This design comes from an exercise in tuning for a short achievable clock period and few clock cycles on the open sky130 flow, not from production work.
Only simulation tests tie the RTL to the original design; equivalence was not proved.
Power is estimated from default activity; no workload was simulated.

File: flow/design.v
module huf_decoder (
    input  wire        clk,
    input  wire        rst,
    input  wire        start,
    input  wire [31:0] nbits,
    output wire        busy,
    input  wire        len_valid,
    input  wire [7:0]  len_data,
    output wire        len_ready,
    input  wire        bs_valid,
    input  wire [7:0]  bs_data,
    output wire        bs_ready,
    output reg         sym_valid,
    output reg  [7:0]  sym_data,
    input  wire        sym_ready,
    output reg         done,
    output reg  [3:0]  cause,
    output reg  [31:0] errinfo,
    output reg  [31:0] res0,
    output reg  [31:0] res1
);
    localparam [2:0] S_IDLE   = 3'd0,
                     S_LOAD   = 3'd1,
                     S_KRAFT  = 3'd2,
                     S_ORDER  = 3'd3,
                     S_DECODE = 3'd4,
                     S_FINISH = 3'd5;
    localparam [3:0] C_OK        = 4'd0,
                     C_INVALID   = 4'd2,
                     C_OVERFLOW  = 4'd3,
                     C_TRUNCATED = 4'd4;
    reg [2:0]  state;
    reg [31:0] nbits_r;
    reg [7:0]  sidx;           
    reg        ovf;            
    reg [7:0]  ovf_sym;        
    reg [5:0]  lmax;           
    reg [5:0]  lens     [0:255];
    reg [7:0]  order    [0:255];
    reg [8:0]  bl_count [0:32];
    reg [32:0] first_code [0:32];
    reg [8:0]  sym_base [0:32];
    reg [8:0]  ptr      [0:32];
    reg [5:0]  kl;             
    reg [33:0] kc;             
    reg [8:0]  ksb;            
    reg        kfail;
    reg [31:0] pos;
    reg [31:0] cur;
    reg [5:0]  clen;
    reg [31:0] cstart;         
    reg [31:0] cnt;            
    reg [7:0]  bbuf;           
    reg [3:0]  bleft;          
    reg [3:0]  p_cause;
    reg [31:0] p_errinfo;
    reg [31:0] p_res0;
    reg [31:0] p_res1;
    integer i;
    assign busy      = (state != S_IDLE);
    assign len_ready = (state == S_LOAD);
    wire        out_free  = !sym_valid || sym_ready;
    wire        bit_avail = (bleft != 4'd0) || bs_valid;
    wire        in_bit    = (bleft != 4'd0) ? bbuf[7] : bs_data[7];
    wire        step      = (state == S_DECODE) && bit_avail && out_free;
    assign bs_ready = (state == S_DECODE) && (bleft == 4'd0) && out_free;
    wire [31:0] cur_n  = {cur[30:0], in_bit};
    wire [5:0]  clen_n = clen + 6'd1;
    wire [31:0] pos_n  = pos + 32'd1;
    wire [32:0] fc     = first_code[clen_n];
    wire [32:0] diff   = {1'b0, cur_n} - fc;
    wire        ge     = ({1'b0, cur_n} >= fc);
    wire        hit    = ge && (diff < {24'd0, bl_count[clen_n]});
    wire [8:0]  oidx   = sym_base[clen_n] + diff[8:0];
    wire [7:0]  hit_sym = order[oidx[7:0]];
    wire [33:0] kc_n   = (kc + {25'd0, bl_count[kl - 6'd1]}) << 1;
    wire [33:0] kbound = 34'd1 << kl;
    wire        kbad   = (kc_n + {25'd0, bl_count[kl]}) > kbound;
    wire [5:0]  olen   = lens[sidx];
    always @(posedge clk) begin
        if (rst) begin
            state     <= S_IDLE;
            done      <= 1'b0;
            cause     <= 4'd0;
            errinfo   <= 32'd0;
            res0      <= 32'd0;
            res1      <= 32'd0;
            sym_valid <= 1'b0;
            sym_data  <= 8'd0;
        end else begin
            done <= 1'b0;
            if (sym_valid && sym_ready)
                sym_valid <= 1'b0;
            case (state)
            S_IDLE: begin
                if (start) begin
                    nbits_r <= nbits;
                    sidx    <= 8'd0;
                    ovf     <= 1'b0;
                    ovf_sym <= 8'd0;
                    lmax    <= 6'd0;
                    for (i = 0; i <= 32; i = i + 1)
                        bl_count[i] <= 9'd0;
                    state   <= S_LOAD;
                end
            end
            S_LOAD: begin
                if (len_valid) begin
                    lens[sidx] <= len_data[5:0];
                    if (len_data > 8'd32) begin
                        if (!ovf) begin
                            ovf     <= 1'b1;
                            ovf_sym <= sidx;
                        end
                    end else if (len_data != 8'd0) begin
                        bl_count[len_data[5:0]] <= bl_count[len_data[5:0]] + 9'd1;
                        if (len_data[5:0] > lmax)
                            lmax <= len_data[5:0];
                    end
                    sidx <= sidx + 8'd1;
                    if (sidx == 8'd255) begin
                        kl    <= 6'd1;
                        kc    <= 34'd0;
                        ksb   <= 9'd0;
                        kfail <= 1'b0;
                        state <= S_KRAFT;
                    end
                end
            end
            S_KRAFT: begin
                if (ovf) begin
                    p_cause   <= C_OVERFLOW;
                    p_errinfo <= {24'd0, ovf_sym};
                    p_res0    <= 32'd0;
                    p_res1    <= 32'd0;
                    state     <= S_FINISH;
                end else begin
                    first_code[kl] <= kc_n[32:0];
                    sym_base[kl]   <= ksb;
                    ptr[kl]        <= ksb;
                    kc             <= kc_n;
                    ksb            <= ksb + bl_count[kl];
                    if (kbad)
                        kfail <= 1'b1;
                    kl <= kl + 6'd1;
                    if (kl == 6'd32) begin
                        if (kfail || kbad) begin
                            p_cause   <= C_INVALID;
                            p_errinfo <= 32'd8;
                            p_res0    <= 32'd0;
                            p_res1    <= 32'd0;
                            state     <= S_FINISH;
                        end else begin
                            sidx  <= 8'd0;
                            state <= S_ORDER;
                        end
                    end
                end
            end
            S_ORDER: begin
                if (olen != 6'd0) begin
                    order[ptr[olen][7:0]] <= sidx;
                    ptr[olen] <= ptr[olen] + 9'd1;
                end
                sidx <= sidx + 8'd1;
                if (sidx == 8'd255) begin
                    pos    <= 32'd0;
                    cur    <= 32'd0;
                    clen   <= 6'd0;
                    cstart <= 32'd0;
                    cnt    <= 32'd0;
                    bleft  <= 4'd0;
                    if (nbits_r == 32'd0) begin
                        p_cause   <= C_OK;
                        p_errinfo <= 32'd0;
                        p_res0    <= 32'd0;
                        p_res1    <= 32'd0;
                        state     <= S_FINISH;
                    end else begin
                        state <= S_DECODE;
                    end
                end
            end
            S_DECODE: begin
                if (step) begin
                    if (bleft != 4'd0) begin
                        bbuf  <= {bbuf[6:0], 1'b0};
                        bleft <= bleft - 4'd1;
                    end else begin
                        bbuf  <= {bs_data[6:0], 1'b0};
                        bleft <= 4'd7;
                    end
                    pos <= pos_n;
                    if (hit) begin
                        sym_valid <= 1'b1;
                        sym_data  <= hit_sym;
                        cnt       <= cnt + 32'd1;
                        cur       <= 32'd0;
                        clen      <= 6'd0;
                        cstart    <= pos_n;
                        if (pos_n == nbits_r) begin
                            p_cause   <= C_OK;
                            p_errinfo <= 32'd0;
                            p_res0    <= cnt + 32'd1;
                            p_res1    <= nbits_r;
                            state     <= S_FINISH;
                        end
                    end else begin
                        cur  <= cur_n;
                        clen <= clen_n;
                        if (clen_n >= lmax || pos_n == nbits_r) begin
                            p_cause   <= C_TRUNCATED;
                            p_errinfo <= cstart;
                            p_res0    <= cnt;
                            p_res1    <= cstart;
                            state     <= S_FINISH;
                        end
                    end
                end
            end
            S_FINISH: begin
                if (!sym_valid || sym_ready) begin
                    done    <= 1'b1;
                    cause   <= p_cause;
                    errinfo <= p_errinfo;
                    res0    <= p_res0;
                    res1    <= p_res1;
                    state   <= S_IDLE;
                end
            end
            default: state <= S_IDLE;
            endcase
        end
    end
endmodule
File: flow/run.sh
#!/bin/bash
# synth_recipe.tcl (not shown) runs the flow's synth.tcl, then flattens the netlist and writes it again
# the make line also repeats each setting of config.mk as NAME=value (left out here)
make -C /OpenROAD-flow-scripts/flow DESIGN_CONFIG=/design/flow/config.mk WORK_HOME=/design/flow/orfs CLKGATE_MAP_FILE= SYNTH_SCRIPT=/design/flow/synth_recipe.tcl finish
File: flow/config.mk
export PLATFORM = sky130hd
export DESIGN_NAME = huf_decoder
export DESIGN_NICKNAME = huf_decoder
export VERILOG_FILES = /design/flow/design.v
export SDC_FILE = /design/flow/constraint.sdc
export NUM_CORES = 4
export LEC_CHECK = 0
export CAP_MARGIN = 20
export CORE_MARGIN = 2
export CORE_UTILIZATION = 40
export PLACE_DENSITY = 0.6
export SLEW_MARGIN = 20
File: flow/constraint.sdc
create_clock -name core_clock -period 11.0 [get_ports {clk}]
set_input_delay 2.2000 -clock core_clock [delete_from_list [all_inputs] [get_ports {clk}]]
set_output_delay 2.2000 -clock core_clock [all_outputs]
set_load 0.01 [all_outputs]
==> impl_metrics.yaml <==
critical_path:
  end_kind: "flip-flop"
  critPathSlowestCell: "mux4_2"
  cp_num_cells: 33
  cp_max_fo: 99
  crit_path_max_incr_delay_ns: 0.64
  r2r_slack_ns: 0.45
  required_ns: 11.76
  critical-path-top-delay-family: "simple AND/OR/NAND/NOR gates"
  crit_arrival_ns: 11.31
  cp-startpoint: "kl[2]$_DFFE_PP_"
  critPathCapture: "p_res0[17]$_SDFFCE_PN0P_"
  worstReg2RegStart: "kl[2]$_DFFE_PP_"
  start_kind: "flip-flop"
  crit_type: "reg2reg"
  worst-path-buf-inv: 6
  rr_endpoint: "p_res0[17]$_SDFFCE_PN0P_"
  reg2reg_depth: 33
clock_tree:
  cts_buffers: 646
  cts_tree: "yes"
  clk_latency_ns: 1.12
  cts_buffer_depth: 4
  clk_pin_slew_ns: 0.06
  ctsRootBufferMaster: "clkbuf_16"
  h-tree-depth: 6
  cts_sinks: 6215
  cts_hold_buffers: 0
synthesis:
  synth_most_common_cell: "edfxtp_1"
  synth-compound-area-share: 0.0312
  synthTopCellsByArea: "edfxtp_1 (70%), mux4_2 (17%), nor2_1 (1.7%)"
  synth_top_family_by_area: "multiplexers"
  syn_area_um2: 260000
  synth_top_area_frac: 0.704
  synthAdderAreaFrac: 0.00689
  ys_seq_area_frac: 0.714
  synthSimpleGateAreaFrac: 0.0446
  syn_inst: 13493
  synth.distinct_cells: 104
  ys_ff_latch: 6215
  synth_common_cells: "edfxtp_1 (6089), mux4_2 (1972), nor2_1 (1174)"
  syn_area_per_cell_um2: 19.3
  muxShareOfSynthArea: 0.180
  synth_top_area_cell: "edfxtp_1"
  synthArstFlopShare: 0
  synth_edf_count: 6089
  synth-xor-area-share: 0.00779
  synth_ff_type: "edfxtp_1"
  synth_warnings: 2
floorplan:
  die_h_um: 810
  rows: 295
  dieArea_um2: 656000
  initial_utilization: 0.402
  die_width_um: 810
  ios: 167
  core_area_um2: 646000
timing:
  fin_crit_sh: 0.959
  tightest_slew_ns: 1.30
  setup_violations: 0
  slew_viol_final: 0
  clock_skew_ns: 0.0586
  period_needed_ns: 10.55
  hold_viol: 0
  fmax_mhz: 94.8
  relSlewSlack: 0.128
placement:
  numPortBuffers: 165
  place_congestion: 0.874
  placed_area_um2: 277000
  dp_hpwl_um: 442000
flow_run:
  cap_violations: 0
detailed_routing:
  drt_first_pass_iters: 9
  routedWlPerCell_um: 30.9
  drtIter0Drc: 17713
  vias: 139705
  routed_wl_um: 730000
  drc: 0
  ant_nets: 0
  via_per_inst: 5.92
power:
  leakage_nw: 94.1
  power_density_nw_per_um2: 253
  finalPower_mw: 75.3
  ir_worst_vdd_uv: 379
final_layout:
  fill_cells: 54134
  syn2layout_area_growth_pct: 14.6
  fin_util: 0.460
  multiInputGateArea_um2: 72400
  seq_area_um2: 185000
  drive_gt1_frac: 0.255
  final_cell_area_um2: 298000
  nets: 14629
grt:
  grt_usage: 0.217
  grt_antenna_before_repair: 31
  grt_first_pass_wirelength_um: 1040000
  grt_pass1_vias: 138413
  grt_overflow: 0
  grt_max_degree: 212
worst_hold_path:
  holdCritPathClass: "reg2reg"
status:
  status: "finished clean"
==> area by class of cell <==
class	count	share of cell area
Sequential cell	6215	0.623
Multi-Input combinational cell	6623	0.243
Clock buffer	814	0.0573
Tap cell	8613	0.0362
Timing Repair Buffer	841	0.0262
Clock inverter	357	0.0125
Inverter	108	0.00140
Antenna cell	14	0.000118
==> layer usage <==
layer	share of wire	wire (um)	track usage
met1	0.41	299000	0.309
met2	0.47	341000	0.341
met3	0.091	66700	0.0451
met4	0.031	22700	0.0600
met5	0.00014	103	0
==> kinds of logic after synthesis <==
logic type               Yosys count
AND/OR/NAND/NOR                 2578
AO/OA/AOI/OAI                   1174
adder cells (fa/ha/maj)          140
buffers and inverters            943
multiplexers                    2211
XOR/XNOR                         231
other                              1
flip-flops                      6215
==> power by group <==
part	internal, mW	leakage [nW]	total [mW]	switching [mW]
logic	9.06	27.6	24.3	15.3
registers	28.5	56.4	29.3	0.770
clock network	12.4	10.1	21.7	9.31
==> what timing repair did <==
item                                    in CTS  in global routing
cloned                                       0                  0
pin swaps                                    0                  1
resized for setup                            1                  4
buffers inserted                             0                  3
endpoints found under the setup margin       8                115
==> registers in the layout, summed over array words and instances, names as in the netlist, 7 cells and up, named ones only <==
signal      flops
cnt            32
sym_data        8
cur            31
kc             32
lens         1536
res1           32
p_res1         32
pos            32
bl_count      576
p_errinfo      32
sym_base      264
cstart         32
res0           32
errinfo        32
bbuf            7
first_code   1056
p_res0         32
order        2048
ksb             8
nbits_r        32
sidx            8
ovf_sym         8
ptr           264
==> layout by cell type (no fill, tap or decap), types with 105 or more instances in the layout <==
| cell type | netlist | layout |
|---|---|---|
| clkbuf_1 | 498 | 153 |
| nor2_1 | 1174 | 1131 |
| nand2_1 | 621 | 590 |
| clkinv_1 | 5 | 125 |
| nand4_1 | 105 | 105 |
| conb_1 | 1 | 289 |
| a22oi_1 | 306 | 306 |
| xnor2_1 | 126 | 108 |
| clkdlybuf4s50_1 | 0 | 158 |
| mux2i_1 | 220 | 220 |
| clkbuf_16 | 0 | 656 |
| a21oi_1 | 302 | 300 |
| nand3_1 | 192 | 190 |
| edfxtp_1 | 6089 | 6089 |
| mux4_2 | 1972 | 1972 |
| buf_4 | 47 | 593 |
| dfxtp_1 | 126 | 117 |
| ha_1 | 135 | 132 |
==> how the worst min path moves through the flow <==
stage                     slack (ns)                       end  depth (start not counted)                startpoint
after floorplan                 0.47     cause[0]$_SDFFE_PP0P_                          2      p_cause[0]$_DFFE_PP_
after global placement          0.44     res0[31]$_SDFFE_PP0P_                          2     res0[31]$_SDFFE_PP0P_
after detailed placement        0.45     res0[24]$_SDFFE_PP0P_                          2     res0[24]$_SDFFE_PP0P_
after CTS                       0.46     res0[24]$_SDFFE_PP0P_                          2     res0[24]$_SDFFE_PP0P_
after global routing            0.47     res0[26]$_SDFFE_PP0P_                          2     res0[26]$_SDFFE_PP0P_
final                           0.45  errinfo[12]$_SDFFE_PP0P_                          2  errinfo[12]$_SDFFE_PP0P_
==> per-stage QoR <==
| step | worst slack, ns | std cells | hold WS, ns | setup TNS [ns] |
|---|---|---|---|---|
| 4_1_cts | 0.183 | 23564 | 0.456 | 0 |
| 3_5_place_dp | -0.0561 | 22393 | 0.448 | -0.353 |
| 5_1_grt | -0.00299 | 23574 | 0.472 | -0.00986 |
| 6_report | 0.454 | 23585 | 0.453 | 0 |
| 2_1_floorplan | 0.0110 | 13781 | 0.471 | 0 |
| 3_3_place_gp | -0.0118 | 22379 | 0.444 | -0.0675 |
==> worst min-delay path: cells and delay by family, from the launching register on <==
family,cells,cell delay [ns]
flip-flops,1,0.30
AO/OA/AOI/OAI,1,0.05
AND/OR/NAND/NOR,1,0.05
Testbench counts, summed over its fixed seeds: cycles 138,903.

afterwards: timing with drivers on the ports:
Ports are ideal in the flow. The routed layout listed here was re-timed in OpenROAD. Step 1 assumes that a clkbuf_16 drives the clock port and a buf_2 every other input. Step 2 also shifts input and output timing later by t, the mid clock arrival at the registers, as if the neighbouring blocks saw the same clock. Slacks: ideal ports / drivers / drivers and shift; pairs: ideal ports / drivers.
t (ns): 1.225
setup WS [ns]: 0.454 / 0.454 / 0.454
worst hold slack (ns): 0.453 / 0.453 / 0.453
slew at the worst register clock pin (ns): 0.07 / 0.07
After both steps setup and hold are still met in this run. For this run, drivers alone change the setup slack by 0.000 ns; drivers and shift together by 0.000 ns.
